This design comes from an exercise in tuning for small area, a short achievable clock period and few clock cycles per item on the open sky130 flow, not from production work.
Only simulation tests tie the RTL to the original design; equivalence was not proved.
Power figures rest on the tool's default switching activity, not on a simulated workload.

$ cat design/flow/config.mk
export PLATFORM = sky130hd
export DESIGN_NAME = lpc1_cksum
export DESIGN_NICKNAME = lpc1_cksum
export VERILOG_FILES = /design/flow/design.v
export SDC_FILE = /design/flow/constraint.sdc
export NUM_CORES = 4
export LEC_CHECK = 0
export CAP_MARGIN = 20
export CORE_MARGIN = 2
export CORE_UTILIZATION = 40
export CTS_CLUSTER_DIAMETER = 100
export CTS_CLUSTER_SIZE = 25
export PLACE_DENSITY = 0.75
export SETUP_SLACK_MARGIN = 5
export SLEW_MARGIN = 20
export SYNTH_HIERARCHICAL = 1
export SYNTH_MEMORY_MAX_BITS = 8192
export SYNTH_MINIMUM_KEEP_SIZE = 0
export TNS_END_PERCENT = 0
$ cat design/flow/constraint.sdc
create_clock -name core_clock -period 8.0 [get_ports {clk}]
set_input_delay 1.6000 -clock core_clock [delete_from_list [all_inputs] [get_ports {clk}]]
set_output_delay 1.6000 -clock core_clock [all_outputs]
set_load 0.01 [all_outputs]
$ cat design/flow/design.v
module lpc1_crc24w (
    input  wire [23:0] f,
    input  wire [31:0] x,
    output wire [23:0] fn
);
    wire s0;
    lpc1_x2 u_s0 (.a(x[0]), .b(f[0]), .y(s0));
    wire s1;
    lpc1_x2 u_s1 (.a(x[1]), .b(f[1]), .y(s1));
    wire s2;
    lpc1_x2 u_s2 (.a(x[2]), .b(f[2]), .y(s2));
    wire s3;
    lpc1_x2 u_s3 (.a(x[3]), .b(f[3]), .y(s3));
    wire s4;
    lpc1_x2 u_s4 (.a(x[4]), .b(f[4]), .y(s4));
    wire s5;
    lpc1_x2 u_s5 (.a(x[5]), .b(f[5]), .y(s5));
    wire s6;
    lpc1_x2 u_s6 (.a(x[6]), .b(f[6]), .y(s6));
    wire s7;
    lpc1_x2 u_s7 (.a(x[7]), .b(f[7]), .y(s7));
    wire s8;
    lpc1_x2 u_s8 (.a(x[8]), .b(f[8]), .y(s8));
    wire s9;
    lpc1_x2 u_s9 (.a(x[9]), .b(f[9]), .y(s9));
    wire s10;
    lpc1_x2 u_s10 (.a(x[10]), .b(f[10]), .y(s10));
    wire s11;
    lpc1_x2 u_s11 (.a(x[11]), .b(f[11]), .y(s11));
    wire s12;
    lpc1_x2 u_s12 (.a(x[12]), .b(f[12]), .y(s12));
    wire s13;
    lpc1_x2 u_s13 (.a(x[13]), .b(f[13]), .y(s13));
    wire s14;
    lpc1_x2 u_s14 (.a(x[14]), .b(f[14]), .y(s14));
    wire s15;
    lpc1_x2 u_s15 (.a(x[15]), .b(f[15]), .y(s15));
    wire s16;
    lpc1_x2 u_s16 (.a(x[16]), .b(f[16]), .y(s16));
    wire s17;
    lpc1_x2 u_s17 (.a(x[17]), .b(f[17]), .y(s17));
    wire s18;
    lpc1_x2 u_s18 (.a(x[18]), .b(f[18]), .y(s18));
    wire s19;
    lpc1_x2 u_s19 (.a(x[19]), .b(f[19]), .y(s19));
    wire s20;
    lpc1_x2 u_s20 (.a(x[20]), .b(f[20]), .y(s20));
    wire s21;
    lpc1_x2 u_s21 (.a(x[21]), .b(f[21]), .y(s21));
    wire s22;
    lpc1_x2 u_s22 (.a(x[22]), .b(f[22]), .y(s22));
    wire s23;
    lpc1_x2 u_s23 (.a(x[23]), .b(f[23]), .y(s23));
    wire [31:0] y = {x[31], x[30], x[29], x[28], x[27], x[26], x[25], x[24], s23, s22, s21, s20, s19, s18, s17, s16, s15, s14, s13, s12, s11, s10, s9, s8, s7, s6, s5, s4, s3, s2, s1, s0};
    wire s24;
    lpc1_x2 u_s24 (.a(y[23]), .b(y[30]), .y(s24));
    wire s25;
    lpc1_x2 u_s25 (.a(y[24]), .b(y[25]), .y(s25));
    wire s26;
    lpc1_x2 u_s26 (.a(y[11]), .b(y[31]), .y(s26));
    wire s27;
    lpc1_x2 u_s27 (.a(y[0]), .b(y[3]), .y(s27));
    wire s28;
    lpc1_x2 u_s28 (.a(y[10]), .b(y[1]), .y(s28));
    wire s29;
    lpc1_x2 u_s29 (.a(y[2]), .b(y[5]), .y(s29));
    wire s30;
    lpc1_x2 u_s30 (.a(y[9]), .b(s24), .y(s30));
    wire s31;
    lpc1_x2 u_s31 (.a(y[4]), .b(y[8]), .y(s31));
    wire s32;
    lpc1_x2 u_s32 (.a(y[26]), .b(s25), .y(s32));
    wire s33;
    lpc1_x2 u_s33 (.a(y[7]), .b(s26), .y(s33));
    wire s34;
    lpc1_x2 u_s34 (.a(y[29]), .b(y[6]), .y(s34));
    wire s35;
    lpc1_x2 u_s35 (.a(y[28]), .b(s29), .y(s35));
    wire s36;
    lpc1_x2 u_s36 (.a(y[15]), .b(y[8]), .y(s36));
    wire s37;
    lpc1_x2 u_s37 (.a(y[20]), .b(y[27]), .y(s37));
    wire s38;
    lpc1_x2 u_s38 (.a(y[12]), .b(s27), .y(s38));
    wire s39;
    lpc1_x2 u_s39 (.a(y[4]), .b(s28), .y(s39));
    wire s40;
    lpc1_x2 u_s40 (.a(y[16]), .b(s30), .y(s40));
    wire s41;
    lpc1_x2 u_s41 (.a(y[14]), .b(y[6]), .y(s41));
    wire s42;
    lpc1_x2 u_s42 (.a(y[10]), .b(y[17]), .y(s42));
    wire s43;
    lpc1_x2 u_s43 (.a(y[22]), .b(y[30]), .y(s43));
    wire s44;
    lpc1_x2 u_s44 (.a(y[27]), .b(s31), .y(s44));
    wire s45;
    lpc1_x2 u_s45 (.a(y[18]), .b(s26), .y(s45));
    wire s46;
    lpc1_x2 u_s46 (.a(s25), .b(s34), .y(s46));
    wire s47;
    lpc1_x2 u_s47 (.a(y[19]), .b(s27), .y(s47));
    wire s48;
    lpc1_x2 u_s48 (.a(y[21]), .b(s28), .y(s48));
    wire s49;
    lpc1_x2 u_s49 (.a(y[24]), .b(s31), .y(s49));
    wire s50;
    lpc1_x2 u_s50 (.a(y[13]), .b(s39), .y(s50));
    wire s51;
    lpc1_x2 u_s51 (.a(y[1]), .b(s33), .y(s51));
    wire s52;
    lpc1_x2 u_s52 (.a(s35), .b(s30), .y(s52));
    wire s53;
    lpc1_x2 u_s53 (.a(y[7]), .b(s40), .y(s53));
    wire s54;
    lpc1_x2 u_s54 (.a(y[25]), .b(y[26]), .y(s54));
    wire s55;
    lpc1_x2 u_s55 (.a(y[15]), .b(y[2]), .y(s55));
    wire s56;
    lpc1_x2 u_s56 (.a(y[16]), .b(y[9]), .y(s56));
    wire s57;
    lpc1_x2 u_s57 (.a(y[12]), .b(s24), .y(s57));
    wire s58;
    lpc1_x2 u_s58 (.a(y[29]), .b(s32), .y(s58));
    wire s59;
    lpc1_x2 u_s59 (.a(y[23]), .b(s36), .y(s59));
    wire s60;
    lpc1_x2 u_s60 (.a(s41), .b(s29), .y(s60));
    wire s61;
    lpc1_x2 u_s61 (.a(y[6]), .b(s32), .y(s61));
    wire s62;
    lpc1_x2 u_s62 (.a(y[17]), .b(s37), .y(s62));
    wire s63;
    lpc1_x2 u_s63 (.a(y[19]), .b(s43), .y(s63));
    wire s64;
    lpc1_x2 u_s64 (.a(y[0]), .b(s37), .y(s64));
    wire s65;
    lpc1_x2 u_s65 (.a(y[13]), .b(s38), .y(s65));
    wire s66;
    lpc1_x2 u_s66 (.a(y[14]), .b(s35), .y(s66));
    wire s67;
    lpc1_x2 u_s67 (.a(s42), .b(s45), .y(s67));
    wire s68;
    lpc1_x2 u_s68 (.a(s62), .b(s32), .y(s68));
    wire s69;
    lpc1_x2 u_s69 (.a(s34), .b(s49), .y(s69));
    wire s70;
    lpc1_x2 u_s70 (.a(s44), .b(s51), .y(s70));
    wire s71;
    lpc1_x2 u_s71 (.a(y[27]), .b(y[31]), .y(s71));
    wire s72;
    lpc1_x2 u_s72 (.a(y[3]), .b(y[8]), .y(s72));
    wire s73;
    lpc1_x2 u_s73 (.a(s54), .b(s71), .y(s73));
    wire s74;
    lpc1_x2 u_s74 (.a(s72), .b(s73), .y(s74));
    assign fn[0] = ~(s57 ^ s74);
    wire s75;
    lpc1_x2 u_s75 (.a(y[28]), .b(s25), .y(s75));
    wire s76;
    lpc1_x2 u_s76 (.a(s31), .b(s75), .y(s76));
    wire s77;
    lpc1_x2 u_s77 (.a(s30), .b(s76), .y(s77));
    assign fn[1] = ~(s65 ^ s77);
    wire s78;
    lpc1_x2 u_s78 (.a(y[31]), .b(y[0]), .y(s78));
    wire s79;
    lpc1_x2 u_s79 (.a(y[14]), .b(y[5]), .y(s79));
    wire s80;
    lpc1_x2 u_s80 (.a(y[9]), .b(s78), .y(s80));
    wire s81;
    lpc1_x2 u_s81 (.a(s79), .b(s58), .y(s81));
    wire s82;
    lpc1_x2 u_s82 (.a(s80), .b(s50), .y(s82));
    assign fn[2] = ~(s81 ^ s82);
    wire s83;
    lpc1_x2 u_s83 (.a(s26), .b(s28), .y(s83));
    wire s84;
    lpc1_x2 u_s84 (.a(s38), .b(s59), .y(s84));
    wire s85;
    lpc1_x2 u_s85 (.a(s60), .b(s83), .y(s85));
    assign fn[3] = (s84 ^ s85);
    wire s86;
    lpc1_x2 u_s86 (.a(y[13]), .b(s55), .y(s86));
    wire s87;
    lpc1_x2 u_s87 (.a(s61), .b(s86), .y(s87));
    wire s88;
    lpc1_x2 u_s88 (.a(s40), .b(s87), .y(s88));
    assign fn[4] = ~(s70 ^ s88);
    wire s89;
    lpc1_x2 u_s89 (.a(y[24]), .b(s42), .y(s89));
    wire s90;
    lpc1_x2 u_s90 (.a(s89), .b(s66), .y(s90));
    assign fn[5] = (s53 ^ s90);
    wire s91;
    lpc1_x2 u_s91 (.a(s36), .b(s27), .y(s91));
    wire s92;
    lpc1_x2 u_s92 (.a(s46), .b(s91), .y(s92));
    assign fn[6] = (s67 ^ s92);
    wire s93;
    lpc1_x2 u_s93 (.a(y[18]), .b(y[23]), .y(s93));
    wire s94;
    lpc1_x2 u_s94 (.a(s56), .b(s93), .y(s94));
    wire s95;
    lpc1_x2 u_s95 (.a(s47), .b(s94), .y(s95));
    assign fn[7] = ~(s95 ^ s70);
    wire s96;
    lpc1_x2 u_s96 (.a(y[31]), .b(s39), .y(s96));
    wire s97;
    lpc1_x2 u_s97 (.a(s47), .b(s52), .y(s97));
    wire s98;
    lpc1_x2 u_s98 (.a(s68), .b(s96), .y(s98));
    assign fn[8] = ~(s97 ^ s98);
    wire s99;
    lpc1_x2 u_s99 (.a(y[0]), .b(y[11]), .y(s99));
    wire s100;
    lpc1_x2 u_s100 (.a(y[18]), .b(y[20]), .y(s100));
    wire s101;
    lpc1_x2 u_s101 (.a(s99), .b(s100), .y(s101));
    wire s102;
    lpc1_x2 u_s102 (.a(s35), .b(s48), .y(s102));
    wire s103;
    lpc1_x2 u_s103 (.a(s57), .b(s101), .y(s103));
    wire s104;
    lpc1_x2 u_s104 (.a(s69), .b(s102), .y(s104));
    assign fn[9] = ~(s103 ^ s104);
    wire s105;
    lpc1_x2 u_s105 (.a(y[21]), .b(y[9]), .y(s105));
    wire s106;
    lpc1_x2 u_s106 (.a(s29), .b(s105), .y(s106));
    wire s107;
    lpc1_x2 u_s107 (.a(s46), .b(s63), .y(s107));
    wire s108;
    lpc1_x2 u_s108 (.a(s106), .b(s51), .y(s108));
    wire s109;
    lpc1_x2 u_s109 (.a(s65), .b(s107), .y(s109));
    assign fn[10] = ~(s108 ^ s109);
    wire s110;
    lpc1_x2 u_s110 (.a(y[22]), .b(y[2]), .y(s110));
    wire s111;
    lpc1_x2 u_s111 (.a(y[7]), .b(s41), .y(s111));
    wire s112;
    lpc1_x2 u_s112 (.a(s110), .b(s64), .y(s112));
    wire s113;
    lpc1_x2 u_s113 (.a(s111), .b(s50), .y(s113));
    assign fn[11] = (s112 ^ s113);
    wire s114;
    lpc1_x2 u_s114 (.a(y[11]), .b(y[1]), .y(s114));
    wire s115;
    lpc1_x2 u_s115 (.a(y[21]), .b(y[3]), .y(s115));
    wire s116;
    lpc1_x2 u_s116 (.a(y[7]), .b(s114), .y(s116));
    wire s117;
    lpc1_x2 u_s117 (.a(s115), .b(s59), .y(s117));
    wire s118;
    lpc1_x2 u_s118 (.a(s116), .b(s66), .y(s118));
    assign fn[12] = (s117 ^ s118);
    wire s119;
    lpc1_x2 u_s119 (.a(y[22]), .b(s55), .y(s119));
    wire s120;
    lpc1_x2 u_s120 (.a(s56), .b(s38), .y(s120));
    wire s121;
    lpc1_x2 u_s121 (.a(s119), .b(s69), .y(s121));
    assign fn[13] = (s120 ^ s121);
    wire s122;
    lpc1_x2 u_s122 (.a(y[25]), .b(y[17]), .y(s122));
    wire s123;
    lpc1_x2 u_s123 (.a(y[3]), .b(y[5]), .y(s123));
    wire s124;
    lpc1_x2 u_s124 (.a(s122), .b(s123), .y(s124));
    wire s125;
    lpc1_x2 u_s125 (.a(s124), .b(s50), .y(s125));
    assign fn[14] = (s53 ^ s125);
    wire s126;
    lpc1_x2 u_s126 (.a(y[26]), .b(s49), .y(s126));
    wire s127;
    lpc1_x2 u_s127 (.a(s60), .b(s67), .y(s127));
    assign fn[15] = ~(s126 ^ s127);
    wire s128;
    lpc1_x2 u_s128 (.a(y[26]), .b(y[18]), .y(s128));
    wire s129;
    lpc1_x2 u_s129 (.a(y[19]), .b(y[5]), .y(s129));
    wire s130;
    lpc1_x2 u_s130 (.a(y[6]), .b(s36), .y(s130));
    wire s131;
    lpc1_x2 u_s131 (.a(s128), .b(s129), .y(s131));
    wire s132;
    lpc1_x2 u_s132 (.a(s30), .b(s33), .y(s132));
    wire s133;
    lpc1_x2 u_s133 (.a(s130), .b(s131), .y(s133));
    assign fn[16] = ~(s132 ^ s133);
    wire s134;
    lpc1_x2 u_s134 (.a(y[10]), .b(y[20]), .y(s134));
    wire s135;
    lpc1_x2 u_s135 (.a(s134), .b(s47), .y(s135));
    wire s136;
    lpc1_x2 u_s136 (.a(s61), .b(s135), .y(s136));
    assign fn[17] = ~(s53 ^ s136);
    wire s137;
    lpc1_x2 u_s137 (.a(s31), .b(s48), .y(s137));
    wire s138;
    lpc1_x2 u_s138 (.a(s33), .b(s68), .y(s138));
    assign fn[18] = (s137 ^ s138);
    wire s139;
    lpc1_x2 u_s139 (.a(y[21]), .b(y[22]), .y(s139));
    wire s140;
    lpc1_x2 u_s140 (.a(s27), .b(s139), .y(s140));
    wire s141;
    lpc1_x2 u_s141 (.a(s45), .b(s140), .y(s141));
    assign fn[19] = ~(s52 ^ s141);
    wire s142;
    lpc1_x2 u_s142 (.a(s34), .b(s28), .y(s142));
    wire s143;
    lpc1_x2 u_s143 (.a(s32), .b(s44), .y(s143));
    wire s144;
    lpc1_x2 u_s144 (.a(s63), .b(s142), .y(s144));
    assign fn[20] = (s143 ^ s144);
    wire s145;
    lpc1_x2 u_s145 (.a(s54), .b(s64), .y(s145));
    wire s146;
    lpc1_x2 u_s146 (.a(s33), .b(s52), .y(s146));
    assign fn[21] = ~(s145 ^ s146);
    wire s147;
    lpc1_x2 u_s147 (.a(y[28]), .b(s24), .y(s147));
    wire s148;
    lpc1_x2 u_s148 (.a(s46), .b(s48), .y(s148));
    assign fn[22] = (s147 ^ s148);
    wire s149;
    lpc1_x2 u_s149 (.a(y[2]), .b(s43), .y(s149));
    wire s150;
    lpc1_x2 u_s150 (.a(s58), .b(s33), .y(s150));
    assign fn[23] = ~(s149 ^ s150);
endmodule
module lpc1_crc10w (
    input  wire [9:0]  c,
    input  wire [31:0] x,
    output wire [9:0]  cn
);
    wire s0;
    lpc1_x2 u_s0 (.a(x[0]), .b(c[2]), .y(s0));
    wire s1;
    lpc1_x2 u_s1 (.a(x[1]), .b(c[3]), .y(s1));
    wire s2;
    lpc1_x2 u_s2 (.a(x[2]), .b(c[4]), .y(s2));
    wire s3;
    lpc1_x2 u_s3 (.a(x[3]), .b(c[5]), .y(s3));
    wire s4;
    lpc1_x2 u_s4 (.a(x[4]), .b(c[6]), .y(s4));
    wire s5;
    lpc1_x2 u_s5 (.a(x[5]), .b(c[7]), .y(s5));
    wire s6;
    lpc1_x2 u_s6 (.a(x[6]), .b(c[8]), .y(s6));
    wire s7;
    lpc1_x2 u_s7 (.a(x[7]), .b(c[9]), .y(s7));
    wire s8;
    lpc1_x2 u_s8 (.a(x[14]), .b(c[0]), .y(s8));
    wire s9;
    lpc1_x2 u_s9 (.a(x[15]), .b(c[1]), .y(s9));
    wire [31:0] y = {x[31], x[30], x[29], x[28], x[27], x[26], x[25], x[24], x[23], x[22], x[21], x[20], x[19], x[18], x[17], x[16], s9, s8, x[13], x[12], x[11], x[10], x[9], x[8], s7, s6, s5, s4, s3, s2, s1, s0};
    wire s10;
    lpc1_x2 u_s10 (.a(y[23]), .b(y[24]), .y(s10));
    wire s11;
    lpc1_x2 u_s11 (.a(y[25]), .b(y[8]), .y(s11));
    wire s12;
    lpc1_x2 u_s12 (.a(y[26]), .b(y[3]), .y(s12));
    wire s13;
    lpc1_x2 u_s13 (.a(y[7]), .b(s11), .y(s13));
    wire s14;
    lpc1_x2 u_s14 (.a(y[6]), .b(s10), .y(s14));
    wire s15;
    lpc1_x2 u_s15 (.a(y[11]), .b(s13), .y(s15));
    wire s16;
    lpc1_x2 u_s16 (.a(y[9]), .b(s12), .y(s16));
    wire s17;
    lpc1_x2 u_s17 (.a(y[12]), .b(y[18]), .y(s17));
    wire s18;
    lpc1_x2 u_s18 (.a(y[13]), .b(y[19]), .y(s18));
    wire s19;
    lpc1_x2 u_s19 (.a(y[10]), .b(y[16]), .y(s19));
    wire s20;
    lpc1_x2 u_s20 (.a(y[0]), .b(y[28]), .y(s20));
    wire s21;
    lpc1_x2 u_s21 (.a(y[15]), .b(y[27]), .y(s21));
    wire s22;
    lpc1_x2 u_s22 (.a(y[1]), .b(y[29]), .y(s22));
    wire s23;
    lpc1_x2 u_s23 (.a(y[2]), .b(y[30]), .y(s23));
    wire s24;
    lpc1_x2 u_s24 (.a(y[14]), .b(y[20]), .y(s24));
    wire s25;
    lpc1_x2 u_s25 (.a(s24), .b(s16), .y(s25));
    wire s26;
    lpc1_x2 u_s26 (.a(y[12]), .b(y[31]), .y(s26));
    wire s27;
    lpc1_x2 u_s27 (.a(y[13]), .b(y[21]), .y(s27));
    wire s28;
    lpc1_x2 u_s28 (.a(y[10]), .b(s17), .y(s28));
    wire s29;
    lpc1_x2 u_s29 (.a(y[2]), .b(s19), .y(s29));
    wire s30;
    lpc1_x2 u_s30 (.a(y[14]), .b(y[22]), .y(s30));
    wire s31;
    lpc1_x2 u_s31 (.a(y[17]), .b(s20), .y(s31));
    wire s32;
    lpc1_x2 u_s32 (.a(y[4]), .b(s21), .y(s32));
    wire s33;
    lpc1_x2 u_s33 (.a(y[15]), .b(s22), .y(s33));
    wire s34;
    lpc1_x2 u_s34 (.a(y[5]), .b(s14), .y(s34));
    wire s35;
    lpc1_x2 u_s35 (.a(y[0]), .b(s23), .y(s35));
    wire s36;
    lpc1_x2 u_s36 (.a(s31), .b(s15), .y(s36));
    wire s37;
    lpc1_x2 u_s37 (.a(s15), .b(s18), .y(s37));
    wire s38;
    lpc1_x2 u_s38 (.a(s25), .b(s26), .y(s38));
    wire s39;
    lpc1_x2 u_s39 (.a(s14), .b(s32), .y(s39));
    wire s40;
    lpc1_x2 u_s40 (.a(s16), .b(s36), .y(s40));
    assign cn[0] = (s39 ^ s40);
    wire s41;
    lpc1_x2 u_s41 (.a(y[11]), .b(y[17]), .y(s41));
    wire s42;
    lpc1_x2 u_s42 (.a(y[3]), .b(s41), .y(s42));
    wire s43;
    lpc1_x2 u_s43 (.a(s28), .b(s42), .y(s43));
    wire s44;
    lpc1_x2 u_s44 (.a(s33), .b(s34), .y(s44));
    assign cn[1] = (s43 ^ s44);
    wire s45;
    lpc1_x2 u_s45 (.a(y[4]), .b(y[6]), .y(s45));
    wire s46;
    lpc1_x2 u_s46 (.a(s17), .b(s45), .y(s46));
    wire s47;
    lpc1_x2 u_s47 (.a(s35), .b(s46), .y(s47));
    assign cn[2] = (s37 ^ s47);
    wire s48;
    lpc1_x2 u_s48 (.a(y[1]), .b(y[5]), .y(s48));
    wire s49;
    lpc1_x2 u_s49 (.a(y[7]), .b(s18), .y(s49));
    wire s50;
    lpc1_x2 u_s50 (.a(s48), .b(s49), .y(s50));
    assign cn[3] = (s50 ^ s38);
    wire s51;
    lpc1_x2 u_s51 (.a(s10), .b(s27), .y(s51));
    wire s52;
    lpc1_x2 u_s52 (.a(s29), .b(s51), .y(s52));
    wire s53;
    lpc1_x2 u_s53 (.a(s52), .b(s25), .y(s53));
    assign cn[4] = (s36 ^ s53);
    wire s54;
    lpc1_x2 u_s54 (.a(y[21]), .b(y[7]), .y(s54));
    wire s55;
    lpc1_x2 u_s55 (.a(s20), .b(s22), .y(s55));
    wire s56;
    lpc1_x2 u_s56 (.a(s28), .b(s30), .y(s56));
    wire s57;
    lpc1_x2 u_s57 (.a(s14), .b(s54), .y(s57));
    wire s58;
    lpc1_x2 u_s58 (.a(s55), .b(s56), .y(s58));
    assign cn[5] = (s57 ^ s58);
    wire s59;
    lpc1_x2 u_s59 (.a(y[22]), .b(y[23]), .y(s59));
    wire s60;
    lpc1_x2 u_s60 (.a(s59), .b(s23), .y(s60));
    wire s61;
    lpc1_x2 u_s61 (.a(s33), .b(s60), .y(s61));
    assign cn[6] = (s37 ^ s61);
    wire s62;
    lpc1_x2 u_s62 (.a(y[23]), .b(y[8]), .y(s62));
    wire s63;
    lpc1_x2 u_s63 (.a(s62), .b(s35), .y(s63));
    assign cn[7] = (s63 ^ s38);
    wire s64;
    lpc1_x2 u_s64 (.a(y[31]), .b(y[8]), .y(s64));
    wire s65;
    lpc1_x2 u_s65 (.a(y[9]), .b(y[1]), .y(s65));
    wire s66;
    lpc1_x2 u_s66 (.a(y[3]), .b(s27), .y(s66));
    wire s67;
    lpc1_x2 u_s67 (.a(s19), .b(s64), .y(s67));
    wire s68;
    lpc1_x2 u_s68 (.a(s65), .b(s66), .y(s68));
    wire s69;
    lpc1_x2 u_s69 (.a(s67), .b(s32), .y(s69));
    assign cn[8] = (s68 ^ s69);
    wire s70;
    lpc1_x2 u_s70 (.a(s21), .b(s29), .y(s70));
    wire s71;
    lpc1_x2 u_s71 (.a(s12), .b(s30), .y(s71));
    wire s72;
    lpc1_x2 u_s72 (.a(s13), .b(s34), .y(s72));
    wire s73;
    lpc1_x2 u_s73 (.a(s70), .b(s71), .y(s73));
    assign cn[9] = (s72 ^ s73);
endmodule
module lpc1_crc6h (
    input  wire [15:0] x,
    output wire [5:0]  c
);
    wire s0;
    lpc1_x2 u_s0 (.a(x[1]), .b(x[7]), .y(s0));
    wire s1;
    lpc1_x2 u_s1 (.a(x[2]), .b(x[8]), .y(s1));
    wire s2;
    lpc1_x2 u_s2 (.a(x[10]), .b(s0), .y(s2));
    wire s3;
    lpc1_x2 u_s3 (.a(x[14]), .b(s1), .y(s3));
    wire s4;
    lpc1_x2 u_s4 (.a(x[13]), .b(x[3]), .y(s4));
    wire s5;
    lpc1_x2 u_s5 (.a(x[5]), .b(x[6]), .y(s5));
    wire s6;
    lpc1_x2 u_s6 (.a(x[12]), .b(x[15]), .y(s6));
    wire s7;
    lpc1_x2 u_s7 (.a(x[0]), .b(x[11]), .y(s7));
    wire s8;
    lpc1_x2 u_s8 (.a(x[9]), .b(s5), .y(s8));
    wire s9;
    lpc1_x2 u_s9 (.a(x[4]), .b(s3), .y(s9));
    wire s10;
    lpc1_x2 u_s10 (.a(x[8]), .b(s4), .y(s10));
    wire s11;
    lpc1_x2 u_s11 (.a(s2), .b(s8), .y(s11));
    assign c[0] = (s10 ^ s11);
    wire s12;
    lpc1_x2 u_s12 (.a(x[11]), .b(x[1]), .y(s12));
    wire s13;
    lpc1_x2 u_s13 (.a(x[5]), .b(s4), .y(s13));
    wire s14;
    lpc1_x2 u_s14 (.a(s12), .b(s13), .y(s14));
    assign c[1] = (s9 ^ s14);
    wire s15;
    lpc1_x2 u_s15 (.a(x[13]), .b(s6), .y(s15));
    wire s16;
    lpc1_x2 u_s16 (.a(s2), .b(s15), .y(s16));
    assign c[2] = (s9 ^ s16);
    wire s17;
    lpc1_x2 u_s17 (.a(x[15]), .b(x[6]), .y(s17));
    wire s18;
    lpc1_x2 u_s18 (.a(s7), .b(s17), .y(s18));
    wire s19;
    lpc1_x2 u_s19 (.a(s2), .b(s3), .y(s19));
    assign c[3] = (s18 ^ s19);
    wire s20;
    lpc1_x2 u_s20 (.a(x[2]), .b(x[3]), .y(s20));
    wire s21;
    lpc1_x2 u_s21 (.a(x[9]), .b(s0), .y(s21));
    wire s22;
    lpc1_x2 u_s22 (.a(s6), .b(s7), .y(s22));
    wire s23;
    lpc1_x2 u_s23 (.a(s20), .b(s21), .y(s23));
    assign c[4] = (s22 ^ s23);
    wire s24;
    lpc1_x2 u_s24 (.a(x[0]), .b(x[12]), .y(s24));
    wire s25;
    lpc1_x2 u_s25 (.a(x[4]), .b(x[7]), .y(s25));
    wire s26;
    lpc1_x2 u_s26 (.a(s1), .b(s24), .y(s26));
    wire s27;
    lpc1_x2 u_s27 (.a(s25), .b(s8), .y(s27));
    assign c[5] = (s26 ^ s27);
endmodule
module lpc1_x2 (
    input  wire a,
    input  wire b,
    output wire y
);
    assign y = a ^ b;
endmodule
module lpc1_xn2 (
    input  wire a,
    input  wire b,
    output wire y
);
    assign y = ~(a ^ b);
endmodule
module lpc1_cksum (
    input  wire        clk,
    input  wire        rst,
    input  wire        cmd_valid,
    output wire        cmd_ready,
    input  wire [31:0] cmd_word,
    input  wire [31:0] cmd_len,
    input  wire [23:0] cmd_fcs_in,
    input  wire        in_valid,
    output wire        in_ready,
    input  wire [31:0] in_data,
    output reg         done,
    output wire [7:0]  code,
    output reg  [7:0]  last_op,
    output reg         match,
    output reg  [23:0] fcs_val,
    output reg  [23:0] fcs_rx,
    output reg  [16:0] fcs_cover,
    output reg  [16:0] out_len,
    output reg  [5:0]  crc6,
    output reg  [9:0]  crc10
);
    localparam [3:0] C_OK           = 4'b0_000;    
    localparam [3:0] C_FCS_MISMATCH = 4'b0_001;    
    localparam [3:0] C_NO_CRC       = 4'b0_010;    
    localparam [3:0] C_ERR_LEN      = 4'b1_000;    
    localparam [3:0] C_ERR_TYPE     = 4'b1_001;    
    localparam [3:0] C_ERR_OVERFLOW = 4'b1_011;    
    localparam [3:0] C_ERR_PARAM    = 4'b1_100;    
    localparam [3:0] C_ERR_CMD      = 4'b1_101;    
    reg        rdy;           
    reg        irdy;          
    reg        setup;         
    reg        o_calc, o_gen, o_chk, o_crc6, o_crc10, o_splice;
    reg        illegal;       
    reg        big;           
    reg        sup_ov;        
    reg [16:0] rem;           
    reg [3:0]  jb;            
    reg        ui_elig;       
    reg [31:0] wrot;          
    reg [23:0] prev;          
    reg [1:0]  cidx;          
    reg        wv;            
    reg        wfirst;        
    reg        wsecond;       
    reg        wlast;         
    reg        ui;            
    reg        u0;            
    reg        u1;            
    reg        iu0;           
    reg        fcs_w;         
    reg        c10_on;        
    reg        cmpx;          
    reg  [3:0] code_q;
    assign code = {3'b000, code_q[3], 1'b0, code_q[2:0]};
    assign cmd_ready = rdy;
    assign in_ready  = irdy;
    wire d_calc   = (cmd_word == 32'h0000_0001);
    wire d_gen    = (cmd_word == 32'h0000_0002) || (cmd_word == 32'h0000_0102);
    wire d_chk    = (cmd_word == 32'h0000_0003);
    wire d_crc6   = (cmd_word == 32'h0000_0010);
    wire d_crc10  = (cmd_word == 32'h0000_0011);
    wire d_splice = (cmd_word == 32'h0000_0012);
    wire d_legal  = d_calc | d_gen | d_chk | d_crc6 | d_crc10 | d_splice;
    wire p_calc   = ~cmd_word[4] & (cmd_word[1:0] == 2'b01);
    wire p_gen    = ~cmd_word[4] & (cmd_word[1:0] == 2'b10);
    wire p_chk    = ~cmd_word[4] & (cmd_word[1:0] == 2'b11);
    wire p_crc6   =  cmd_word[4] & (cmd_word[1:0] == 2'b00);
    wire p_crc10  =  cmd_word[4] & (cmd_word[1:0] == 2'b01);
    wire p_splice =  cmd_word[4] & (cmd_word[1:0] == 2'b10);
    wire d_big    = (|cmd_len[31:17]) | (cmd_len[16] & (|cmd_len[15:0]));
    wire [1:0] d_j = (cmd_word[1:0] == 2'b11) ? ~cmd_len[1:0]
                                              : {cmd_len[1] ^ cmd_len[0], cmd_len[0]};
    wire [3:0] d_jh = {d_j == 2'd3, d_j == 2'd2, d_j == 2'd1, d_j == 2'd0};
    wire d_ui_elig = (p_gen & (|cmd_len[31:3])) |
                     (p_chk & ((|cmd_len[31:4]) |
                               (cmd_len[3] & (cmd_len[2] | (cmd_len[1] & cmd_len[0])))));
    wire d_iu     = cmd_word[4];
    wire d_len_hi0 = (cmd_len[31:17] == 15'd0);
    wire d_le65533 = d_len_hi0 & ~cmd_len[16] & ~(&cmd_len[15:1]);
    wire d_ge3     = (|cmd_len[31:2]) | (&cmd_len[1:0]);
    wire d_fcs_w   = p_calc |
                     (p_gen & ~(cmd_word[8] & (|cmd_fcs_in)) & d_le65533) |
                     (p_chk & d_ge3);
    wire d_words  = d_legal & (cmd_len[31:17] == 15'd0) &
                    (cmd_len[16] ? (cmd_len[15:0] == 16'd0) : (cmd_len[15:0] != 16'd0));
    wire accept = cmd_valid & rdy;
    wire fire   = in_valid & irdy;
    wire [16:0] n        = rem;                  
    wire        n_zero   = (n == 17'd0);
    wire        n_lt2    = (n[16:1] == 16'd0);
    wire        n_lt3    = n_lt2 | (n == 17'd2);
    wire        n_lt4    = (n[16:2] == 15'd0);
    wire        n_ovf    = (n > 17'd65533);
    wire        n_ragged = |rem[1:0];            
    wire        rem_gt4  = (|rem[16:3]) | (rem[2] & (|rem[1:0]));
    wire        rem_gt8  = (|rem[16:4]) | (rem[3] & (|rem[2:0]));
    wire        more_after = wv ? rem_gt8 : rem_gt4;
    wire        iuup     = o_crc10 | o_splice;
    wire ui_pat  = (in_data[15:13] == 3'b110) & ~in_data[16];
    wire ui_word = ui_elig & ui_pat;
    wire ui_next = (u0 & ui_pat) | u1;
    wire [3:0] jn = ui_next ? 4'b0010 : (iu0 ? 4'b0001 : jb);
    wire [3:0] t      = wrot[7:4];
    wire       t_none = (t == 4'd1);
    wire       t_ok   = (t == 4'd0) || (t == 4'd14);
    wire [5:0] crc6_word;
    lpc1_crc6h u_crc6 (.x(wrot[15:0]), .c(crc6_word));
    wire       crc6_wr = wv & wfirst &
                         ((o_crc6 & ~n_lt2) | (o_splice & t_ok & ~n_lt4));
    wire [31:0] rot = ({32{jn[0]}} & in_data) |
                      ({32{jn[1]}} & {in_data[23:0], prev[23:16]}) |
                      ({32{jn[2]}} & {in_data[15:0], prev[23:8]}) |
                      ({32{jn[3]}} & {in_data[7:0], prev[23:0]});
    localparam [23:0] FCS_INIT0 = 24'h000000, FCS_INIT1 = 24'h7016E8,
                      FCS_INIT2 = 24'hC7030A, FCS_INIT3 = 24'h53F40E;
    wire [23:0] fcs_init_b = ({24{jb[1]}} & FCS_INIT1) | ({24{jb[2]}} & FCS_INIT2) |
                             ({24{jb[3]}} & FCS_INIT3);
    wire [23:0] fcs_init   = ui_next ? FCS_INIT1 : fcs_init_b;
    wire fcs_load = ~rdy & (cidx == 2'd0) & fcs_w & ~illegal & ~big;
    wire [23:0] fcs_next;
    lpc1_crc24w u_crc24 (.f(fcs_val), .x(wrot), .fn(fcs_next));
    wire [9:0] crc10_next;
    lpc1_crc10w u_crc10 (.c(crc10), .x(wrot), .cn(crc10_next));
    wire fcs_step = wv & fcs_w & ~(ui & ~wfirst & ~wsecond) &
                    ~(o_chk & wlast & n_ragged);
    wire c10_step = wv & c10_on & ~wfirst;
    wire        chk_cmp = o_chk & fcs_w &
                          ((wv & wlast & n_ragged) | cmpx);
    wire [23:0] rx_word = wrot[23:0];
    wire        rx_eq   = (fcs_val == rx_word);
    always @(posedge clk) begin
        wrot <= rot;
        if (fire)
            prev <= (iuup & (cidx == 2'd0)) ? 24'h0 : in_data[31:8];
        else if (rdy)
            prev <= 24'h0;
        if (rdy) begin
            o_calc   <= p_calc;
            o_gen    <= p_gen;
            o_chk    <= p_chk;
            o_crc6   <= p_crc6;
            o_crc10  <= p_crc10;
            o_splice <= p_splice;
            illegal  <= ~d_legal;
            big      <= d_big;
            sup_ov   <= cmd_word[8] & (|cmd_fcs_in);
            jb       <= d_jh;
            fcs_w    <= d_fcs_w;
            ui_elig  <= d_ui_elig;
        end
        if (rdy)
            rem <= cmd_len[16:0];
        else if (wv)
            rem <= rem - 17'd4;
        if (rdy) begin
            cidx   <= 2'd0;
            u0     <= d_ui_elig;
            u1     <= 1'b0;
            iu0    <= d_iu;
        end else if (fire) begin
            if (cidx != 2'd2)
                cidx <= cidx + 2'd1;
            u0  <= 1'b0;
            u1  <= u0 & ui_pat;
            iu0 <= 1'b0;
        end
        wfirst  <= (cidx == 2'd0);
        wsecond <= (cidx == 2'd1);
        wlast   <= ~more_after;
        if (cidx == 2'd0)
            ui <= ui_word;
        if (rdy)
            c10_on <= 1'b0;
        else if (wv & wfirst & iuup & t_ok & ~(wlast & n_ragged))
            c10_on <= 1'b1;
    end
    always @(posedge clk) begin
        if (rst) begin
            rdy       <= 1'b1;
            irdy      <= 1'b0;
            setup     <= 1'b0;
            wv        <= 1'b0;
            cmpx      <= 1'b0;
            done      <= 1'b0;
            code_q    <= 4'h0;
            last_op   <= 8'h00;
            match     <= 1'b0;
            fcs_val   <= 24'h0;
            fcs_rx    <= 24'h0;
            fcs_cover <= 17'h0;
            out_len   <= 17'h0;
            crc6      <= 6'h0;
            crc10     <= 10'h0;
        end else begin
            done  <= 1'b0;
            setup <= accept;
            cmpx  <= 1'b0;
            wv    <= fire;
            if (accept) begin
                rdy     <= 1'b0;
                last_op <= cmd_word[7:0];
            end
            if (rdy)
                irdy <= cmd_valid & d_words;
            else if (in_valid)
                irdy <= irdy & more_after;
            if (setup) begin
                if (illegal) begin
                    code_q  <= C_ERR_CMD;
                    out_len <= 17'h0;
                    done    <= 1'b1;
                    rdy     <= 1'b1;
                end else if (big) begin
                    code_q <= C_ERR_PARAM;
                    if (o_gen | o_splice)
                        out_len <= 17'h0;
                    done <= 1'b1;
                    rdy  <= 1'b1;
                end else begin
                    if (n_zero) begin
                        done <= 1'b1;
                        rdy  <= 1'b1;
                    end
                    if (o_calc) begin
                        code_q    <= C_OK;
                        fcs_cover <= n;
                    end
                    if (o_gen) begin
                        if (n_ovf) begin
                            code_q  <= C_ERR_OVERFLOW;
                            out_len <= 17'h0;
                        end else begin
                            code_q  <= C_OK;
                            out_len <= n + 17'd3;
                            fcs_cover <= sup_ov ? 17'h0 : n;
                        end
                    end
                    if (o_chk) begin
                        if (n_lt3)
                            code_q <= C_ERR_LEN;
                        else
                            fcs_cover <= n - 17'd3;
                    end
                    if (o_crc6)
                        code_q <= n_lt2 ? C_ERR_LEN : C_OK;
                    if (o_crc10)
                        code_q <= C_ERR_LEN;    
                    if (o_splice) begin
                        code_q  <= C_ERR_LEN;
                        out_len <= n;         
                    end
                end
            end
            if (fcs_load)
                fcs_val <= fcs_init;
            if (crc6_wr)
                crc6 <= crc6_word;
            if (fcs_step)
                fcs_val <= fcs_next;
            if (c10_step)
                crc10 <= crc10_next;
            if (wv & wfirst) begin
                if (ui & fcs_w)
                    fcs_cover <= 17'd7;
                if (iuup) begin
                    if (t_none) begin
                        code_q <= C_NO_CRC;
                        if (o_crc10)
                            crc10 <= 10'h0;
                    end else if (!t_ok) begin
                        code_q <= C_ERR_TYPE;
                        if (o_splice)
                            out_len <= 17'h0;
                    end else if (wlast & n_ragged) begin
                        code_q <= C_ERR_LEN;
                        if (o_splice)
                            out_len <= 17'h0;
                    end else begin
                        code_q <= C_OK;
                        crc10 <= 10'h0;
                    end
                end
            end
            if (chk_cmp) begin
                fcs_rx <= rx_word;
                match  <= rx_eq;
                code_q <= rx_eq ? C_OK : C_FCS_MISMATCH;
                done   <= 1'b1;
                rdy    <= 1'b1;
            end else if (wv & wlast) begin
                if (o_chk & fcs_w) begin
                    cmpx <= 1'b1;
                end else begin
                    done <= 1'b1;
                    rdy  <= 1'b1;
                end
            end
        end
    end
endmodule
$ cat design/flow/flow/run.sh
#!/bin/bash
# The standard layout (the standard.sh: standard synthesis, floorplan,
# placement, CTS, routing), with the ports buffered by the smallest buffer
# (sky130_fd_sc_hd__buf_1) instead of the resizer's default delay cell;
# repair_design and repair_timing resize them where needed.
set -euo pipefail
export BUFFER_PORTS_ARGS="-buffer_cell sky130_fd_sc_hd__buf_1"
bash standard.sh finish SETUP_SLACK_MARGIN=5.4 TNS_END_PERCENT=0 > standard_flow.log 2>&1
$ cat design/flow/standard.sh
#!/bin/bash
# synth_recipe.tcl (not shown) runs the flow's synth.tcl, then flattens the netlist and writes it again
# the make line also repeats each setting of config.mk as NAME=value (left out here)
make -C /OpenROAD-flow-scripts/flow DESIGN_CONFIG=/design/flow/config.mk WORK_HOME=/design/flow/orfs CLKGATE_MAP_FILE= SYNTH_SCRIPT=/design/flow/synth_recipe.tcl "${@:-finish}"
==> impl_metrics.py, run 1 <==
metrics = {
    "finish": {
        "nets": 1838,
        "antennaDiodeCount": 0,
        "fin_area_sq_um": 15290,
        "drive_above_1_share": 0.08734,
        "multi_input_comb_area_sq_um": 8084,
        "regArea_sq_um": 4935,
        "area_growth_pct": 16.50,
        "fillers": 3092,
    },
    "logic_synthesis": {
        "ys_types": 73,
        "ys_ff_latch": 215,
        "avgSynthCellArea_sq_um": 8.792,
        "yosysWarnings": 7,
        "synth_edf_count": 59,
        "seq_area_frac_synth": 0.3729,
        "synthCells": 1493,
        "ys.flop_type": "dfxtp_1",
        "synth_async_sr_flop_share": 0,
        "synthesis.area_sq_um": 13130,
    },
    "pwr": {
        "p_leak_uw": 0.005718,
        "clkPwrFrac": 0.197,
        "power.net_switching_uw": 1485,
        "p_comb_frac": 0.436,
        "power_frac_seq": 0.367,
        "peakVddDrop_mv": 0.1264,
        "switching_share": 0.4059,
        "p_per_area_nw_per_um2": 239.2,
        "p_int_uw": 2174,
    },
    "floorplan": {
        "initial_core_util": 0.4045,
        "die-area_sq_um": 34280,
        "rows": 66,
        "pin_count": 242,
        "dieHeight_um": 185.2,
        "core_area_sq_um": 32450,
        "die_w_um": 185.2,
    },
    "timing": {
        "worstMarginPinSlew_ps": 929.2,
        "hold_viol_final": 0,
        "rsz0062_at_grt": "true",
        "setup_viol": 0,
        "fin_crit_sh": 0.3439,
        "tns_ps": 0,
        "drv_slew": 0,
        "skew_ps": 28.34,
        "slew_headroom": 0.3787,
        "period_needed_ps": 2751,
        "max_freq_mhz": 363.5,
    },
    "grt": {
        "grt_antenna_before_repair": 1,
        "grt_pass1_vias": 11670,
        "grt_max_degree": 74,
        "grt_use_total": 0.2476,
        "grt_pass1_wl_mm": 65.78,
        "grt_remaining_overflow": 0,
    },
    "routing": {
        "routed_wl_mm": 43.88,
        "drt_pass1_iterations": 9,
        "ant_nets": 0,
        "drt_iter0_drc": 1420,
        "wl_per_cell_um": 20.43,
        "vias_per_cell": 5.722,
        "drc": 0,
        "vias": 12290,
    },
    "clock_tree": {
        "cts_tree": "built",
        "cts-root-buf": "clkbuf_16",
        "clock-sinks": 215,
        "cts_buffers": 13,
        "cts_htree_levels": 1,
        "cts-hold-fix-buffers": 0,
        "clkSlewWorstSetupHoldPaths_ps": 90,
        "clk_latency_ps": 500,
        "cts_max_path_buffers": 3,
    },
    "worst_setup_path": {
        "cp_max_fo": 4,
        "reg2reg_depth": 8,
        "cp-end-kind": "register",
        "critical_path_class": "register to register",
        "worstSetupEndpoint": "fcs_val[4]$_SDFFE_PP0P_",
        "r2r_start": "wrot[24]$_DFF_P_",
        "startpoint": "wrot[24]$_DFF_P_",
        "worstPathRequired_ps": 8410,
        "r2r-end": "fcs_val[4]$_SDFFE_PP0P_",
        "cp.arrival_ps": 3170,
        "reg2reg_slack_ps": 5250,
        "startpoint_type": "register",
    },
    "placement": {
        "placed_area_sq_um": 14300,
        "dp_hpwl_mm": 32.00,
        "port_buffers": 237,
        "globalplace.congestion": 0.9693,
    },
    "status": {
        "status": "complete, no violations",
    },
    "min_path": {
        "min_path_type": "register to register",
    },
    "job": {
        "maxCapViolations": 0,
    },
}
-- critical path: stages, from the launching register on --
cell	delay, ps
dfxtp_1	600
xor2_1	380
xor2_1	500
xor2_1	440
xor2_1	230
xor2_1	210
xnor2_1	140
nand2_1	70
a21oi_1	120
-- cell families after synthesis --
logic type | share of synthesized area
muxes | 0.01887
AOI/OAI and AO/OA | 0.1431
buffers and inverters | 0.03689
other | 0.0002857
xor gates and xnor gates | 0.2309
adders and majority gates | 0.01334
and+or+nand+nor | 0.1838
DFF | 0.3729
-- registers in the layout (all words and copies together), names as in the netlist, 2 cells and up --
| name | cells |
|---|---|
| cidx | 2 |
| out_len | 17 |
| last_op | 8 |
| crc6 | 6 |
| wrot | 32 |
| code_q | 4 |
| jb | 4 |
| fcs_rx | 24 |
| crc10 | 10 |
| fcs_val | 24 |
| rem | 17 |
| prev | 24 |
| fcs_cover | 17 |
-- stage by stage --
step	instances	hold slack, ps	utilization	total power [uW]	setup slack, ps
2_1_floorplan	1496	429.7	-	2486	4981
3_3_place_gp	2097	439.2	0.4405	2823	4290
3_5_place_dp	2097	446.7	0.4405	2837	4157
4_1_cts	2146	458.1	0.4691	3623	5272
5_1_grt	2148	476.2	0.4712	3830	5127
6_report	2148	458.4	0.4712	3658	5249
-- synth_stat cells, types with 11 or more instances --
cell type	number	share of area
a21oi_1	87	0.033
a221oi_1	11	0.0073
a222oi_1	32	0.024
a31oi_1	17	0.0081
and2_1	29	0.014
clkbuf_1	61	0.017
dfxtp_1	156	0.24
edfxtp_1	59	0.13
ha_1	14	0.013
inv_1	28	0.0080
mux2i_1	18	0.014
nand2_1	224	0.064
nand3_1	37	0.014
nand4_1	25	0.012
nor2_1	74	0.021
nor3_1	27	0.010
nor4_1	35	0.017
o21ai_0	29	0.011
xnor2_1	46	0.031
xor2_1	300	0.20
-- modules after synthesis, one instance, submodules excluded --
module       times used  flip-flops and latches  area (sq um)
lpc1_cksum            1                     215         10560
lpc1_x2             253                       0         8.758
lpc1_crc24w           1                       0         210.2
lpc1_crc6h            1                       0         52.55
lpc1_crc10w           1                       0         87.58
-- per-layer routing --
metal	vias up	global-route usage	wire, um	part of all wire
li1	5652	-	-	-
met2	675	0.4037	20160	0.46
met3	101	0.04050	3984	0.091
met4	2	0.08317	1476	0.034
met1	5861	0.3332	18250	0.42
met5	-	0	11	0.00025
-- power groups by stage --
stage,clock network (uW),registers [uW],logic (uW)
6_report,722,1340,1590
2_1_floorplan,0,1270,1210
3_5_place_dp,0,1370,1470
3_3_place_gp,0,1370,1460
4_1_cts,734,1330,1560
5_1_grt,769,1350,1720
-- cell type report --
type	instances	area share
Timing Repair Buffer	274	0.07912
Tap cell	442	0.03616
Clock inverter	4	0.002618
Sequential cell	215	0.3227
Clock buffer	17	0.02365
Multi-Input combinational cell	1167	0.5286
Inverter	29	0.007118
-- cells in the final DEF (no fill, tap or decap), types with 7 or more instances in the layout --
cell and count:
a211oi_1 8, a21o_1 9, a21oi_1 86, a221oi_1 11, a222oi_1 32, a31oi_1 17
a32oi_1 8, and2_1 29, buf_1 233, buf_4 34, clkbuf_16 14, dfxtp_1 126
dfxtp_2 29, edfxtp_1 59, ha_1 14, inv_1 28, mux2i_1 18, nand2_1 223
nand3_1 35, nand4_1 25, nor2_1 73, nor3_1 24, nor4_1 32, o211ai_1 8
o21ai_0 29, o22ai_1 9, or3_1 7, xnor2_1 46, xor2_1 280, xor2_2 19
-- how the worst min path moves through the flow --
stage,to,startpoint,slack (ps),cells after the start
2_1_floorplan,cmpx$_SDFF_PP0_,wlast$_DFF_P_,430,2
3_3_place_gp,cmpx$_SDFF_PP0_,wlast$_DFF_P_,440,2
3_5_place_dp,last_op[4]$_SDFFE_PP0P_,last_op[4]$_SDFFE_PP0P_,450,2
4_1_cts,last_op[4]$_SDFFE_PP0P_,last_op[4]$_SDFFE_PP0P_,460,2
5_1_grt,fcs_rx[6]$_SDFFE_PP0P_,fcs_rx[6]$_SDFFE_PP0P_,480,2
6_report,last_op[4]$_SDFFE_PP0P_,last_op[4]$_SDFFE_PP0P_,460,2
-- repair_timing --
item	CTS	global route
pin swaps	6	1
endpoints found under the setup margin	235	244
gates cloned	2	0
setup buffers	26	2
gates resized for setup	75	8
Testbench counts, summed over its fixed seeds: cycles 10,251, items 384.
==> run 2: changes to the inputs <==
--- a/design/flow/config.mk
+++ b/design/flow/config.mk
@@ -12,3 +12,3 @@
 export CTS_CLUSTER_SIZE = 25
-export PLACE_DENSITY = 0.75
+export PLACE_DENSITY = 0.88
 export SETUP_SLACK_MARGIN = 5
==> run 2 against run 1 <==
  * Highest routed layer is now met4
  * Flip-flop and latch count stayed put
  * Largest power group unchanged
  * Synthesized area unchanged
  * Via count rose by 3.2%
  * Design area is 0.24% lower
  * Sequential power barely moved
==> impl_metrics.py, run 2 <==
metrics = {
    "worst_setup_path": {
        "max_stage_delay_ps": 560,
        "cp_max_fo": 4,
        "path_delay_family": "flip-flops",
        "reg2reg_slack_ps": 5190,
        "path_depth": 1,
        "worstPathCellList": "buf_1",
        "path_buf_inv": 1,
        "cp-end-kind": "primary output",
        "startpoint_type": "register",
        "critical_path_class": "register to primary output",
        "r2r-end": "fcs_val[12]$_SDFFE_PP0P_",
        "worstPathRequired_ps": 6400,
        "cp.arrival_ps": 1240,
        "reg2reg_depth": 8,
        "r2r_start": "wrot[5]$_DFF_P_",
        "crit_slowest_cell": "dfxtp_1",
    },
    "timing": {
        "max_freq_mhz": 352.6,
        "hold_viol_final": 0,
        "period_needed_ps": 2836,
        "worstMarginPinSlew_ps": 834.7,
        "setup_viol": 0,
        "skew_ps": 28.67,
        "rsz0062_at_grt": "true",
        "tns_ps": 0,
        "slew_headroom": 0.4418,
        "hold_ws_ps": 458.5,
        "drv_slew": 0,
        "fin_crit_sh": 0.3545,
    },
    "min_path": {
        "hold_end": "cmpx$_SDFF_PP0_",
        "min_path_type": "register to register",
        "hold_depth": 2,
        "min_from": "wlast$_DFF_P_",
    },
    "logic_synthesis": {
        "synth.largest_area_cell": "dfxtp_1",
        "synth_commonest_cells": "300 x xor2_1, 224 x nand2_1, 156 x dfxtp_1, 87 x a21oi_1, 74 x nor2_1",
        "synth.most_common_cell": "xor2_1",
        "synth_async_sr_flop_share": 0,
        "seq_area_frac_synth": 0.3729,
        "avgSynthCellArea_sq_um": 8.792,
        "netlist.area_leader.share": 0.2379,
        "synthTopCellsByArea": "dfxtp_1 24%, xor2_1 20%, edfxtp_1 13%",
        "ys_types": 73,
        "ys_ff_latch": 215,
        "ys.flop_type": "dfxtp_1",
        "synthCells": 1493,
        "yosysWarnings": 7,
        "synthesis.area_sq_um": 13130,
        "synth_edf_count": 59,
    },
    "pwr": {
        "switching_share": 0.4091,
        "peakVddDrop_mv": 0.1254,
        "p_comb_frac": 0.436,
        "power_uw": 3688,
        "power_frac_seq": 0.366,
        "p_int_uw": 2179,
        "p_per_area_nw_per_um2": 241.7,
        "p_leak_uw": 0.005674,
        "power.net_switching_uw": 1508,
        "clkPwrFrac": 0.198,
    },
    "clock_tree": {
        "clkSlewWorstSetupHoldPaths_ps": 110,
        "cts-hold-fix-buffers": 0,
        "clock-sinks": 215,
        "cts_tree": "built",
        "cts-root-buf": "clkbuf_16",
        "clk_latency_ps": 500,
        "cts_max_path_buffers": 3,
        "cts_htree_levels": 1,
        "cts_buffers": 13,
    },
    "grt": {
        "grt_max_degree": 74,
        "grt_remaining_overflow": 0,
        "grt_pass1_wl_mm": 66.56,
        "grt_antenna_before_repair": 0,
        "grt_use_total": 0.2503,
        "grt_pass1_vias": 11670,
    },
    "finish": {
        "final_common_cell": "xor2_1",
        "final_cell_mix": "278 x xor2_1, 235 x buf_1, 223 x nand2_1",
        "nets": 1835,
        "antennaDiodeCount": 0,
        "drive_above_1_share": 0.07751,
        "largest_register_ffs": 32,
        "largest_register": "wrot",
        "area_growth_pct": 16.22,
    },
    "routing": {
        "routed_wl_mm": 45.17,
        "drt_pass1_iterations": 8,
        "drt_iter0_drc": 1715,
        "drc": 0,
        "wl_per_cell_um": 21.06,
        "vias": 12680,
        "vias_per_cell": 5.912,
        "ant_nets": 0,
    },
    "status": {
        "status": "complete, no violations",
    },
    "floorplan": {
        "dieHeight_um": 185.2,
        "rows": 66,
        "pin_count": 242,
        "die-area_sq_um": 34280,
        "die_w_um": 185.2,
        "initial_core_util": 0.4045,
        "core_area_sq_um": 32450,
    },
    "job": {
        "maxCapViolations": 0,
    },
    "placement": {
        "globalplace.congestion": 1.003,
        "port_buffers": 237,
        "dp_hpwl_mm": 32.70,
    },
}
==> run 2: cell counts after synthesis <==
No cell type changed its count.
==> run 2: worst max path at each step <==
stage                                       start               endpoint
final                     fcs_val[9]$_SDFFE_PP0P_             fcs_val[9]
after global routing             rem[4]$_DFFE_PN_  out_len[1]$_SDFF_PP0_
after CTS                             in_data[13]       wrot[24]$_DFF_P_
after detailed placement              in_data[13]       wrot[18]$_DFF_P_
after global placement                in_data[13]       wrot[13]$_DFF_P_
after floorplan                      cmd_word[13]      irdy$_SDFFE_PP0P_
==> run 2: timing repair <==
item / CTS / global route
setup buffers: 11 / 14
pin swaps: 1 / 10
gates resized for setup: 36 / 34
cloned: 0 / 4
endpoints found under the setup margin: 261 / 258
==> run 2: metal layers <==
| metal | up-vias | routed length [um] | track usage |
|---|---|---|---|
| met5 | - | 0 | 0 |
| met3 | 162 | 4374 | 0.03441 |
| met1 | 5994 | 17840 | 0.3346 |
| met4 | 0 | 1856 | 0.09714 |
| met2 | 868 | 21100 | 0.4099 |
| li1 | 5658 | - | - |
==> run 2: area by class of cell <==
class | instances | area (sq um)
clock buffer | 17 | 340.3
clock inverter | 4 | 67.56
fill | 3066 | 17200
inverter | 29 | 108.9
multi-input combinational | 1169 | 8113
sequential | 215 | 4916
tap | 442 | 553.0
timing repair buffer | 269 | 1157
==> run 2: cell families (layout without fill, tap and decap cells) <==
logic type,after synthesis,in the layout,synth area share
buffers and inverters,116,319,0.03689
other,1,4,0.0002857
multiplexers,23,23,0.01887
AO/OA/AOI/OAI,272,274,0.1431
XOR/XNOR,346,346,0.2309
AND/OR/NAND/NOR,506,508,0.1838
flip-flops,215,215,0.3729
adder cells (fa/ha/maj),14,14,0.01334
==> run 2: power by group through the flow <==
stage / Sequential (uW) / Combinational (uW) / Clock, uW
final: 1350 / 1610 / 731
after global routing: 1350 / 1720 / 776
after CTS: 1340 / 1540 / 740
after detailed placement: 1370 / 1490 / 0
after global placement: 1370 / 1480 / 0
after floorplan: 1270 / 1210 / 0
==> run 2: modules after synthesis (local to each module, per instance) <==
module	cell area (sq um)	copies in the design	flops+latches
lpc1_cksum	10560	1	215
lpc1_crc10w	87.58	1	0
lpc1_crc24w	210.2	1	0
lpc1_crc6h	52.55	1	0
lpc1_x2	8.758	253	0
==> run 2: metrics by stage <==
stage / util / cell area [sq um] / setup WS, ps / std cells
2_1_floorplan: - / 13140 / 4981 / 1496
3_3_place_gp: 0.4400 / 14280 / 4292 / 2095
3_5_place_dp: 0.4400 / 14280 / 4143 / 2095
4_1_cts: 0.4610 / 14960 / 5153 / 2127
5_1_grt: 0.4701 / 15260 / 5138 / 2145
6_report: 0.4701 / 15260 / 5164 / 2145
==> run 3: changes to the inputs <==
--- a/design/flow/flow/run.sh
+++ b/design/flow/flow/run.sh
@@ -7,2 +7,2 @@
 export BUFFER_PORTS_ARGS="-buffer_cell sky130_fd_sc_hd__buf_1"
-bash standard.sh finish SETUP_SLACK_MARGIN=5.4 TNS_END_PERCENT=0 > standard_flow.log 2>&1
+bash standard.sh finish SETUP_SLACK_MARGIN=5.5 TNS_END_PERCENT=10 > standard_flow.log 2>&1
--- a/design/flow/config.mk
+++ b/design/flow/config.mk
@@ -12,3 +12,2 @@
 export CTS_CLUSTER_SIZE = 25
-export PLACE_DENSITY = 0.88
 export SETUP_SLACK_MARGIN = 5
==> run 3 against run 2 <==
  * First-iteration DRC count fell by 10%
  * Die area unchanged
  * Critical path depth unchanged
  * Global-route usage increased by 1.7 points
  * Sequential power is essentially flat
  * Worst hold slack gained 3.7 ps
  * Clock power is 9.0% higher
  * Flip-flop and latch count is the same
  * Combinational power grew 9%
==> impl_metrics.py, run 3 <==
metrics = {
    "logic_synthesis": {
        "synth_top_family_by_area": "XOR/XNOR gates",
        "synth.most_common_cell": "xor2_1",
        "synth_async_sr_flop_share": 0,
        "netlist.area_leader.share": 0.2379,
        "synthCells": 1493,
        "synthTopCellsByArea": "dfxtp_1 24%, xor2_1 20%, edfxtp_1 13%",
        "synth-xor-area-share": 0.2309,
        "synthSimpleGateAreaFrac": 0.1838,
        "ys_types": 73,
        "ys.flop_type": "dfxtp_1",
        "synth.largest_area_cell": "dfxtp_1",
        "synth_commonest_cells": "300 x xor2_1, 224 x nand2_1, 156 x dfxtp_1, 87 x a21oi_1, 74 x nor2_1",
        "synth_compound_area_frac": 0.1431,
        "avgSynthCellArea_sq_um": 8.792,
        "ys_ff_latch": 215,
        "synth_mux_area_frac": 0.01887,
        "yosysWarnings": 7,
        "synthAdderAreaFrac": 0.01334,
        "synth_edf_count": 59,
        "seq_area_frac_synth": 0.3729,
        "synthesis.area_sq_um": 13130,
    },
    "worst_setup_path": {
        "startpoint_type": "register",
        "worstPathRequired_ps": 6400,
        "crit_slowest_cell": "dfxtp_2",
        "cp.arrival_ps": 1130,
        "path_delay_family": "flip-flops",
        "critical_path_class": "register to primary output",
        "path_buf_inv": 1,
        "reg2reg_slack_ps": 5380,
        "startpoint": "fcs_val[5]$_SDFFE_PP0P_",
        "cp-end-kind": "primary output",
        "worstPathCellList": "buf_1",
        "r2r_start": "wrot[21]$_DFF_P_",
        "cp_max_fo": 4,
        "max_stage_delay_ps": 450,
    },
    "clock_tree": {
        "cts_buffers": 14,
        "cts_tree": "built",
        "clock-sinks": 215,
        "clk_latency_ps": 510,
        "clkSlewWorstSetupHoldPaths_ps": 100,
        "cts-hold-fix-buffers": 0,
        "cts-root-buf": "clkbuf_16",
        "cts_htree_levels": 1,
        "cts_max_path_buffers": 3,
    },
    "job": {
        "maxCapViolations": 0,
    },
    "routing": {
        "vias": 12650,
        "routed_wl_mm": 47.17,
        "drc": 0,
        "route.met2.wl_mm": 21.53,
        "drt_pass1_iterations": 7,
        "vias_per_cell": 5.739,
        "met1_length_mm": 20.78,
        "ant_nets": 0,
        "maxUsedRoutingLayer": "met4",
        "wl_met3_mm": 3.892,
        "wl_per_cell_um": 21.40,
        "drt_iter0_drc": 1543,
    },
    "floorplan": {
        "rows": 66,
        "initial_core_util": 0.4045,
        "pin_count": 242,
        "dieHeight_um": 185.2,
        "die-area_sq_um": 34280,
        "core_area_sq_um": 32450,
        "die_w_um": 185.2,
    },
    "placement": {
        "dp_hpwl_mm": 32.83,
        "globalplace.congestion": 0.9361,
        "port_buffers": 237,
    },
    "pwr": {
        "p_comb_frac": 0.451,
        "peakVddDrop_mv": 0.1295,
        "p_leak_uw": 0.006212,
        "p_int_uw": 2283,
        "power_uw": 3885,
        "p_per_area_nw_per_um2": 235.7,
        "clkPwrFrac": 0.205,
        "power.net_switching_uw": 1602,
        "power_frac_seq": 0.344,
        "switching_share": 0.4124,
    },
    "min_path": {
        "min_path_type": "register to register",
        "min_from": "fcs_rx[16]$_SDFFE_PP0P_",
    },
    "timing": {
        "skew_ps": 29.40,
        "period_needed_ps": 2730,
        "tns_ps": 0,
        "setup_viol": 0,
        "hold_viol_final": 0,
        "slew_headroom": 0.4409,
        "rsz0062_at_grt": "true",
        "fin_crit_sh": 0.3412,
        "drv_slew": 0,
        "worstMarginPinSlew_ps": 831.1,
        "max_freq_mhz": 366.3,
    },
    "finish": {
        "drive_above_1_share": 0.1544,
        "largest_register_ffs": 32,
        "final_common_cell": "xor2_1",
        "nets": 1892,
        "post-route-util": 0.5079,
        "final_cell_mix": "264 x xor2_1, 220 x nand2_1, 216 x buf_1",
        "fillers": 3094,
        "largest_register": "wrot",
        "area_growth_pct": 25.57,
        "antennaDiodeCount": 0,
    },
    "grt": {
        "grt_pass1_wl_mm": 70.37,
        "grt_remaining_overflow": 0,
        "grt_antenna_before_repair": 0,
        "grt_pass1_vias": 11740,
        "grt_max_degree": 49,
        "grt_use_total": 0.2673,
    },
    "status": {
        "status": "complete, no violations",
    },
}
run 3: cell counts after synthesis:
Identical to the previous run, type by type.
run 3: per-stage QoR:
stage	setup slack (ps)	hold slack [ps]	area, sq um	cells
4_1_cts	5295	454.8	15620	2159
5_1_grt	5196	478.3	16480	2204
3_3_place_gp	4280	441.8	14320	2100
6_report	5270	462.2	16480	2204
3_5_place_dp	4177	446.0	14330	2100
2_1_floorplan	4981	429.7	13180	1496
run 3: layer usage:
metal	GRT usage	up-vias
li1	-	5784
met2	0.4178	661
met4	0.06984	0
met5	0	-
met1	0.3877	6137
met3	0.03480	66
run 3: cell families (layout without fill, tap and decap cells):
kind of cell / count (synthesis) / after routing
AO/OA/AOI/OAI: 272 / 275
XOR/XNOR: 346 / 346
adder cells (fa/ha/maj): 14 / 14
buffers and inverters: 116 / 374
flip-flops: 215 / 215
multiplexers: 23 / 23
other: 1 / 4
AND/OR/NAND/NOR: 506 / 511
run 3: worst paths after layout:
path                               to  depth (start not counted)
min reg2reg   fcs_rx[16]$_SDFFE_PP0P_                          2
max                        fcs_val[5]                          1
min           fcs_rx[16]$_SDFFE_PP0P_                          2
max reg2reg  fcs_val[22]$_SDFFE_PP0P_                          7
run 3: modules after synthesis, one instance, submodules excluded:
module       cells  times used  cell area (sq um)  flip-flops and latches
lpc1_x2          1         253              8.758                       0
lpc1_crc24w     24           1              210.2                       0
lpc1_crc6h       6           1              52.55                       0
lpc1_crc10w     10           1              87.58                       0
lpc1_cksum    1200           1              10560                     215
run 3: worst reg2reg max path, cell delays in order (launching register included):
cell     delay (ps)
dfxtp_1         630
xor2_1          630
xor2_1          460
xor2_1          220
xor2_1          160
nor2_1           60
nor2_1          190
o221a_2         210
run 3: power groups by stage:
stage                     sequential, uW  combinational (uW)  clock (uW)
after floorplan                     1270                1210           0
after global placement              1370                1490           0
after detailed placement            1370                1490           0
after CTS                           1340                1590         814
after global routing                1340                1890         852
final                               1340                1750         797
run 3: layout make-up:
class / count / area, sq um / area share
Multi-Input combinational cell: 1173 / 8617 / 0.5228
Sequential cell: 215 / 4992 / 0.3029
Timing Repair Buffer: 321 / 1740 / 0.1056
Tap cell: 442 / 553.0 / 0.03355
Clock buffer: 19 / 390.4 / 0.02368
Inverter: 29 / 112.6 / 0.006832
Clock inverter: 5 / 77.57 / 0.004706
run 3: what timing repair did:
action / in CTS / in global routing
endpoints found under the setup margin: 256 / 226
cloned: 11 / 0
resized for setup: 131 / 86
pin swaps: 33 / 19
setup buffers: 24 / 45

-- port drivers added, routing unchanged --
The results above use ideal ports. As a check the final layouts listed here were re-extracted and re-timed, cells and wires unchanged. Step 1 sets driving cells, clkbuf_16 on the clock port and buf_2 on the other inputs (assumed; they add their load-dependent delay and slew). Step 2, shift: input delay + t, output delay - t, t = (earliest + latest rising clock arrival at the registers) / 2. This alone moves slack from input paths to output paths. Three values: ideal ports, drivers, drivers and shift; two values: the first two.
run	t, ns	slack for setup (ns)	hold slack, ns	clock arrival spread, ns	slew at the worst register clock pin (ns)
run 1	0.532	5.249 / 5.217 / 4.751	0.458 / 0.458 / 0.458	0.029 / 0.028	0.11 / 0.11
run 2	0.530	5.164 / 5.116 / 4.696	0.459 / 0.459 / 0.459	0.029 / 0.029	0.11 / 0.11
run 3	0.550	5.270 / 5.215 / 4.752	0.462 / 0.462 / 0.462	0.030 / 0.030	0.11 / 0.11
After both steps setup and hold are still met in every run listed. The setup slack of run 3, which loses most, moves by -0.055 ns with the drivers and by -0.518 ns with both steps.
